From an optimization exercise on the open Yosys and OpenROAD flow, aimed at small area; shortcuts taken in it are not production practice. Function was checked by simulation only, so behaviour that the tests miss may differ from the original. No activity file was given, so power comes from the tool's default toggle rates.

==> flow/design.v <==
module sp8_core (
    input  wire        clk,
    input  wire        rst,           
    output reg  [15:0] bus_addr,
    output reg  [7:0]  bus_wdata,
    output reg         mem_we,
    output reg         disp_we,
    output reg         io_we,
    input  wire [7:0]  mem_rdata,
    output reg         retire,
    output reg  [2:0]  cost,
    output reg         halted,
    output reg         faulted,
    output reg  [7:0]  fault_op,
    output wire [15:0] pc,
    output wire [7:0]  sp,
    output wire [7:0]  a,
    output wire [7:0]  x,
    output wire [7:0]  y,
    output wire [7:0]  p
);
    localparam [7:0] OP_LDA_IMM = 8'hA9;
    localparam [7:0] OP_LDA_ZP  = 8'hA5;
    localparam [7:0] OP_STA_ZP  = 8'h85;
    localparam [7:0] OP_STA_ABS = 8'h8D;
    localparam [7:0] OP_ADC_IMM = 8'h69;
    localparam [7:0] OP_SBC_IMM = 8'hE9;
    localparam [7:0] OP_INC_ZP  = 8'hE6;
    localparam [7:0] OP_CMP_IMM = 8'hC9;
    localparam [7:0] OP_BNE     = 8'hD0;
    localparam [7:0] OP_SEC     = 8'h38;
    localparam [7:0] OP_HLT     = 8'hFF;
    localparam [2:0] CYC_LDA_IMM = 3'd2;
    localparam [2:0] CYC_LDA_ZP  = 3'd3;
    localparam [2:0] CYC_STA_ZP  = 3'd3;
    localparam [2:0] CYC_STA_ABS = 3'd4;
    localparam [2:0] CYC_ADC_IMM = 3'd2;
    localparam [2:0] CYC_SBC_IMM = 3'd2;
    localparam [2:0] CYC_INC_ZP  = 3'd5;
    localparam [2:0] CYC_CMP_IMM = 3'd2;
    localparam [2:0] CYC_BNE_NT  = 3'd2;
    localparam [2:0] CYC_BNE_T   = 3'd3;
    localparam [2:0] CYC_SEC     = 3'd2;
    localparam [3:0] S_VEC0   = 4'd0;    
    localparam [3:0] S_VEC1   = 4'd1;    
    localparam [3:0] S_VEC2   = 4'd2;    
    localparam [3:0] S_FETCH  = 4'd3;    
    localparam [3:0] S_DECODE = 4'd4;    
    localparam [3:0] S_OPND   = 4'd5;    
    localparam [3:0] S_OPND2  = 4'd6;    
    localparam [3:0] S_EXEC   = 4'd7;    
    localparam [3:0] S_MEMRD  = 4'd8;    
    localparam [3:0] S_WB     = 4'd9;    
    localparam [3:0] S_STOP   = 4'd10;   
    reg [3:0]  state;
    reg [15:0] pc_r;
    reg [7:0]  sp_r, a_r, x_r, y_r;
    reg        flag_c, flag_z, flag_v, flag_n;
    reg [7:0]  ir;
    reg [7:0]  opnd_lo, opnd_hi;
    reg [7:0]  data_r;
    assign pc = pc_r;
    assign sp = sp_r;
    assign a  = a_r;
    assign x  = x_r;
    assign y  = y_r;
    assign p  = {flag_n, flag_v, 1'b1, 1'b0, 1'b0, 1'b0, flag_z, flag_c};
    wire legal = (mem_rdata == OP_LDA_IMM) || (mem_rdata == OP_LDA_ZP)  ||
                 (mem_rdata == OP_STA_ZP)  || (mem_rdata == OP_STA_ABS) ||
                 (mem_rdata == OP_ADC_IMM) || (mem_rdata == OP_SBC_IMM) ||
                 (mem_rdata == OP_INC_ZP)  || (mem_rdata == OP_CMP_IMM) ||
                 (mem_rdata == OP_BNE)     || (mem_rdata == OP_SEC)     ||
                 (mem_rdata == OP_HLT);
    wire       alu_sub   = (ir == OP_SBC_IMM) || (ir == OP_CMP_IMM);
    wire [7:0] alu_b     = alu_sub ? ~opnd_lo : opnd_lo;
    wire       alu_cin   = (ir == OP_CMP_IMM) ? 1'b1 : flag_c;
    wire [8:0] alu_sum   = {1'b0, a_r} + {1'b0, alu_b} + {8'd0, alu_cin};
    wire [7:0] alu_r     = alu_sum[7:0];
    wire       alu_v     = (a_r[7] == alu_b[7]) && (alu_r[7] != a_r[7]);
    wire [15:0] abs_addr = {opnd_hi, opnd_lo};
    wire [15:0] zp_addr  = {8'h00, opnd_lo};
    wire [15:0] br_target = pc_r + {{8{opnd_lo[7]}}, opnd_lo};
    wire [7:0]  inc_val  = data_r + 8'd1;
    always @(*) begin
        bus_addr  = pc_r;
        bus_wdata = a_r;
        mem_we    = 1'b0;
        disp_we   = 1'b0;
        io_we     = 1'b0;
        case (state)
            S_VEC0: bus_addr = 16'hFFFC;
            S_VEC1, S_VEC2: bus_addr = 16'hFFFD;
            S_EXEC: begin
                case (ir)
                    OP_LDA_ZP, OP_INC_ZP: bus_addr = zp_addr;
                    OP_STA_ZP: begin
                        bus_addr = zp_addr;
                        mem_we   = 1'b1;
                    end
                    OP_STA_ABS: begin
                        bus_addr = abs_addr;
                        if (abs_addr[15:12] == 4'h4)
                            disp_we = 1'b1;
                        else if (abs_addr[15:12] == 4'h5)
                            io_we = 1'b1;
                        else
                            mem_we = 1'b1;
                    end
                    default: ;
                endcase
            end
            S_WB: begin
                bus_addr  = zp_addr;
                bus_wdata = inc_val;
                mem_we    = 1'b1;
            end
            default: ;
        endcase
    end
    always @(posedge clk) begin
        if (rst) begin
            state   <= S_VEC0;
            sp_r    <= 8'hFF;
            x_r     <= 8'h00;
            y_r     <= 8'h00;
            flag_c  <= 1'b0;
            flag_z  <= 1'b0;
            flag_v  <= 1'b0;
            flag_n  <= 1'b0;
            retire  <= 1'b0;
            cost    <= 3'd0;
            halted  <= 1'b0;
            faulted <= 1'b0;
        end else begin
            retire <= 1'b0;
            case (state)
                S_VEC0: state <= S_VEC1;
                S_VEC1: begin
                    pc_r[7:0] <= mem_rdata;
                    state     <= S_VEC2;
                end
                S_VEC2: begin
                    pc_r[15:8] <= mem_rdata;
                    state      <= S_FETCH;
                end
                S_FETCH: begin
                    pc_r  <= pc_r + 16'd1;
                    state <= S_DECODE;
                end
                S_DECODE: begin
                    ir <= mem_rdata;
                    if (!legal) begin
                        faulted  <= 1'b1;
                        fault_op <= mem_rdata;
                        retire   <= 1'b1;
                        state    <= S_STOP;
                    end else if (mem_rdata == OP_HLT) begin
                        halted <= 1'b1;
                        retire <= 1'b1;
                        state  <= S_STOP;
                    end else if (mem_rdata == OP_SEC) begin
                        flag_c <= 1'b1;
                        retire <= 1'b1;
                        cost   <= CYC_SEC;
                        state  <= S_FETCH;
                    end else begin
                        pc_r  <= pc_r + 16'd1;
                        state <= S_OPND;
                    end
                end
                S_OPND: begin
                    opnd_lo <= mem_rdata;
                    if (ir == OP_STA_ABS) begin
                        pc_r  <= pc_r + 16'd1;
                        state <= S_OPND2;
                    end else begin
                        state <= S_EXEC;
                    end
                end
                S_OPND2: begin
                    opnd_hi <= mem_rdata;
                    state   <= S_EXEC;
                end
                S_EXEC: begin
                    state <= S_FETCH;
                    case (ir)
                        OP_LDA_IMM: begin
                            a_r    <= opnd_lo;
                            flag_z <= (opnd_lo == 8'h00);
                            flag_n <= opnd_lo[7];
                            retire <= 1'b1;
                            cost   <= CYC_LDA_IMM;
                        end
                        OP_LDA_ZP, OP_INC_ZP: state <= S_MEMRD;
                        OP_STA_ZP: begin
                            retire <= 1'b1;
                            cost   <= CYC_STA_ZP;
                        end
                        OP_STA_ABS: begin
                            retire <= 1'b1;
                            cost   <= CYC_STA_ABS;
                        end
                        OP_ADC_IMM, OP_SBC_IMM: begin
                            a_r    <= alu_r;
                            flag_c <= alu_sum[8];
                            flag_v <= alu_v;
                            flag_z <= (alu_r == 8'h00);
                            flag_n <= alu_r[7];
                            retire <= 1'b1;
                            cost   <= (ir == OP_ADC_IMM) ? CYC_ADC_IMM : CYC_SBC_IMM;
                        end
                        OP_CMP_IMM: begin
                            flag_c <= alu_sum[8];
                            flag_z <= (alu_r == 8'h00);
                            flag_n <= alu_r[7];
                            retire <= 1'b1;
                            cost   <= CYC_CMP_IMM;
                        end
                        OP_BNE: begin
                            retire <= 1'b1;
                            if (!flag_z) begin
                                pc_r <= br_target;
                                cost <= CYC_BNE_T;
                            end else begin
                                cost <= CYC_BNE_NT;
                            end
                        end
                        default: ;
                    endcase
                end
                S_MEMRD: begin
                    if (ir == OP_LDA_ZP) begin
                        a_r    <= mem_rdata;
                        flag_z <= (mem_rdata == 8'h00);
                        flag_n <= mem_rdata[7];
                        retire <= 1'b1;
                        cost   <= CYC_LDA_ZP;
                        state  <= S_FETCH;
                    end else begin
                        data_r <= mem_rdata;
                        state  <= S_WB;
                    end
                end
                S_WB: begin
                    flag_z <= (inc_val == 8'h00);
                    flag_n <= inc_val[7];
                    retire <= 1'b1;
                    cost   <= CYC_INC_ZP;
                    state  <= S_FETCH;
                end
                default: ;   
            endcase
        end
    end
endmodule
==> flow/run.sh <==
#!/bin/bash
# synth_recipe.tcl (not shown) runs the flow's synth.tcl, then flattens the netlist and writes it again
# the make line also repeats each setting of config.mk as NAME=value (left out here)
make -C /OpenROAD-flow-scripts/flow DESIGN_CONFIG=/design/flow/config.mk WORK_HOME=/design/flow/orfs CLKGATE_MAP_FILE= SYNTH_SCRIPT=/design/flow/synth_recipe.tcl finish
==> flow/config.mk <==
export PLATFORM = sky130hd
export DESIGN_NAME = sp8_core
export DESIGN_NICKNAME = sp8_core
export VERILOG_FILES = /design/flow/design.v
export SDC_FILE = /design/flow/constraint.sdc
export NUM_CORES = 4
export LEC_CHECK = 0
export CAP_MARGIN = 20
export CORE_MARGIN = 2
export CORE_UTILIZATION = 40
export PLACE_DENSITY = 0.6
export SLEW_MARGIN = 20
==> flow/constraint.sdc <==
create_clock -name core_clock -period 5.0 [get_ports {clk}]
set_input_delay 1.0000 -clock core_clock [delete_from_list [all_inputs] [get_ports {clk}]]
set_output_delay 1.0000 -clock core_clock [all_outputs]
set_load 0.01 [all_outputs]
==> run summary <==
critical path: cells and delay by family (launching register included):
family          cells  cell delay [ns]
compound gates      2             0.78
buf+inv             2             0.79
flops               1             0.60
simple gates        3             0.95
cell families after synthesis:
family,after synthesis
AOI/OAI and AO/OA,187
buffers and inverters,75
and+or+nand+nor,189
other,2
xor gates and xnor gates,40
adders and majority gates,29
muxes,10
DFF,78
routing by layer:
layer | GRT usage | part of all wire
met1 | 0.353 | 0.46
met2 | 0.370 | 0.45
met3 | 0.0307 | 0.070
met4 | 0.0801 | 0.020
met5 | 0 | 0
sequential cells by signal, indices dropped and copies added, names as in the netlist:
name / count
cost: 3
retire: 1
flag_z: 1
a_r: 8
opnd_hi: 8
flag_n: 1
flag_c: 1
faulted: 1
flag_v: 1
halted: 1
opnd_lo: 8
data_r: 8
ir: 8
pc_r: 16
fault_op: 8
state: 4
through the flow:
step	cell area, um2	total power (W)	hold slack, ns	utilization	instances
final	6940	0.00186	0.455	0.496	861
after floorplan	5860	0.000978	0.450	-	636
after global routing	6940	0.00193	0.479	0.496	861
after CTS	6940	0.00187	0.463	0.496	861
after global placement	6600	0.00110	0.441	0.472	845
after detailed placement	6600	0.00110	0.443	0.472	845
area by class of cell:
class,instances,share of cell area
tap,180,0.0324
sequential,78,0.317
inverter,15,0.00811
clock buffer,9,0.0324
timing repair buffer,89,0.124
clock inverter,7,0.0177
multi-input combinational,483,0.468
path summary, 6_finish.rpt:
check / to
setup / recovery: bus_addr[11]
hold / removal: faulted
setup reg to reg: a_r[6]
hold reg to reg: faulted
power breakdown:
group / switching, W / internal [W]
sequential: 0.0000391 / 0.000728
combinational: 0.000189 / 0.000143
clock: 0.000276 / 0.000489
cell usage in the layout (no fill, tap or decap), types with 8 or more instances in the layout:
cell type,count
a21oi_1,38
and3_1,10
conb_1,28
ha_1,25
nor2b_1,11
nor2_1,45
o21ai_0,35
inv_1,15
nor3_1,11
nand4_1,8
clkbuf_16,9
xnor2_1,18
o21a_1,8
dfxtp_1,14
nand3_1,18
clkdlybuf4s50_1,78
buf_4,11
a221o_1,13
xor2_1,22
nand2_1,43
edfxtp_1,64
a211oi_1,10
o221ai_1,9
==> results.toml <==
[routing]
route.detailed.drc = 0
drtPass1Iterations = 5
vias = 5314
routed_wl_mm = 18.1
routed_via_density = 6.17
drt_first_iter_violations = 589
wl_per_cell_um = 21.0
ant_nets = 0

[die]
start_util = 0.412
io_pins = 107
row_count = 43
die_y_um = 124
die_area_um2 = 15400
die_w_um = 124
coreArea_um2 = 14000

[cells_and_area]
drive_gt1_frac = 0.0573
multiInputGateArea_um2 = 3250
diodes = 0
syn_to_final_growth_pct = 20.6
layout.nets = 714
n_fill_cell = 1291
ff_latch_area_um2 = 2200

[synth]
synth.distinct_cells = 78
syn-cell-area_um2 = 5760
yosysMostFrequentCell = "edfxtp_1"
synthCells = 610
synth_edf_count = 64
netlist_top_cells_count = "edfxtp_1, nor2_1, nand2_1"
synthFlopType = "edfxtp_1"
avgSynthCellArea_um2 = 9.44
muxShareOfSynthArea = 0.0180
synth_top_family_by_area = "compound AO/OA/AOI/OAI gates"
yosys_warnings = 1
synth-simple-area-share = 0.170
synth-xor-area-share = 0.0608
netlist.area_leader.share = 0.334
synthAdderAreaFrac = 0.0665
synth_area_leader_cell = "edfxtp_1"
synth-compound-area-share = 0.230
ys_seq_elements = 78
ys_seq_area_frac = 0.382
synthArstFlopShare = 0
synth_area_leaders = "edfxtp_1, ha_1, dfxtp_1"

[job]
drv_cap = 0

[placement]
gp_congestion = 0.890
post-place-ws_ns = 0.825
dp_hpwl_mm = 13.2
port_buffers = 78

[hold_path]
hp-start = "faulted"
hp-class = "register to register"
hold_depth = 1

[timing]
rsz0062_at_grt = "false"
slew_viol_final = 0
min_period_over_period = 0.891
period_needed_ns = 4.46
setup_ws_ns = 0.544
tightestPinTransition_ns = 1.07
finalSetupTns_ns = 0
hold_viol_final = 0
relSlewSlack = 0.283
timing.fmax_mhz = 224
finalClockSkew_ns = 0.00585
setup_violations = 0

[critical_path]
cp-start-kind = "register"
r2r_start = "ir[1]"
r2r_cells = 14
path_cells = "nor2b_1 > nand3_1 > buf_4 > or3_1 > o21ai_1 > a221o_1 > clkdlybuf4s50_1"
cp-end-kind = "output pin"
r2r_slack_ns = 1.15
cp-startpoint = "state[2]"
critPathMaxStageDelay_ns = 0.60
slowest_stage = "dfxtp_1"
crit_arrival_ns = 3.46
crit_type = "register to output pin"
path_max_fanout = 25
crit_required_ns = 4.00

[global_routing]
first_global_vias = 4762
grt_pass1_wl_mm = 27.7
antenna_found_initial = 0
grt_usage = 0.241
grt_start_max_net_pins = 26
gr-total-overflow = 0

[clock_network]
root_buffer = "clkbuf_16"
cts_sinks = 78
cts_setup_buffers = 0
clk_pin_slew_ns = 0.06
clockBufferDepth = 2
h-tree-depth = 3
ctsResizeCount = 0
numCtsBuffers = 9
clock_latency_ns = 0.34
cts_tree = "done"
postCtsHoldBufs = 0

[pwr]
p_per_area_nw_per_um2 = 268
p_leak_nw = 2.53
vdd.ir_drop.worst_v = 0.000154

[outcome]
status = "no timing/DRC/antenna violations"

[separate check: timing with driven ports]
The results above use ideal ports. As a check the final layout listed here was re-extracted and re-timed, cells and wires unchanged. Step 1 (the two cells are an assumption about what drives the block):
set clk [get_ports {clk}]
set_driving_cell -lib_cell sky130_fd_sc_hd__clkbuf_16 $clk
set_driving_cell -lib_cell sky130_fd_sc_hd__buf_2 [delete_from_list [all_inputs] $clk]
Step 2 adds t to the input delays and takes it off the output delays; t is the mean of the earliest and latest rising clock arrival at the registers after step 1. Input paths then give back, and output paths get back, about the clock's delay inside the block. a / b / c = no drivers / after step 1 / after step 2; a / b = the first two.
t, ns: 0.380
slack for setup (ns): 0.544 / 0.506 / 0.734
worst hold slack (ns): 0.455 / 0.455 / 0.455
worst slew at a driven data input, ns: 0.04
After both steps setup and hold are still met in this run. For this run, drivers alone change the setup slack by -0.038 ns; drivers and shift together by +0.190 ns.
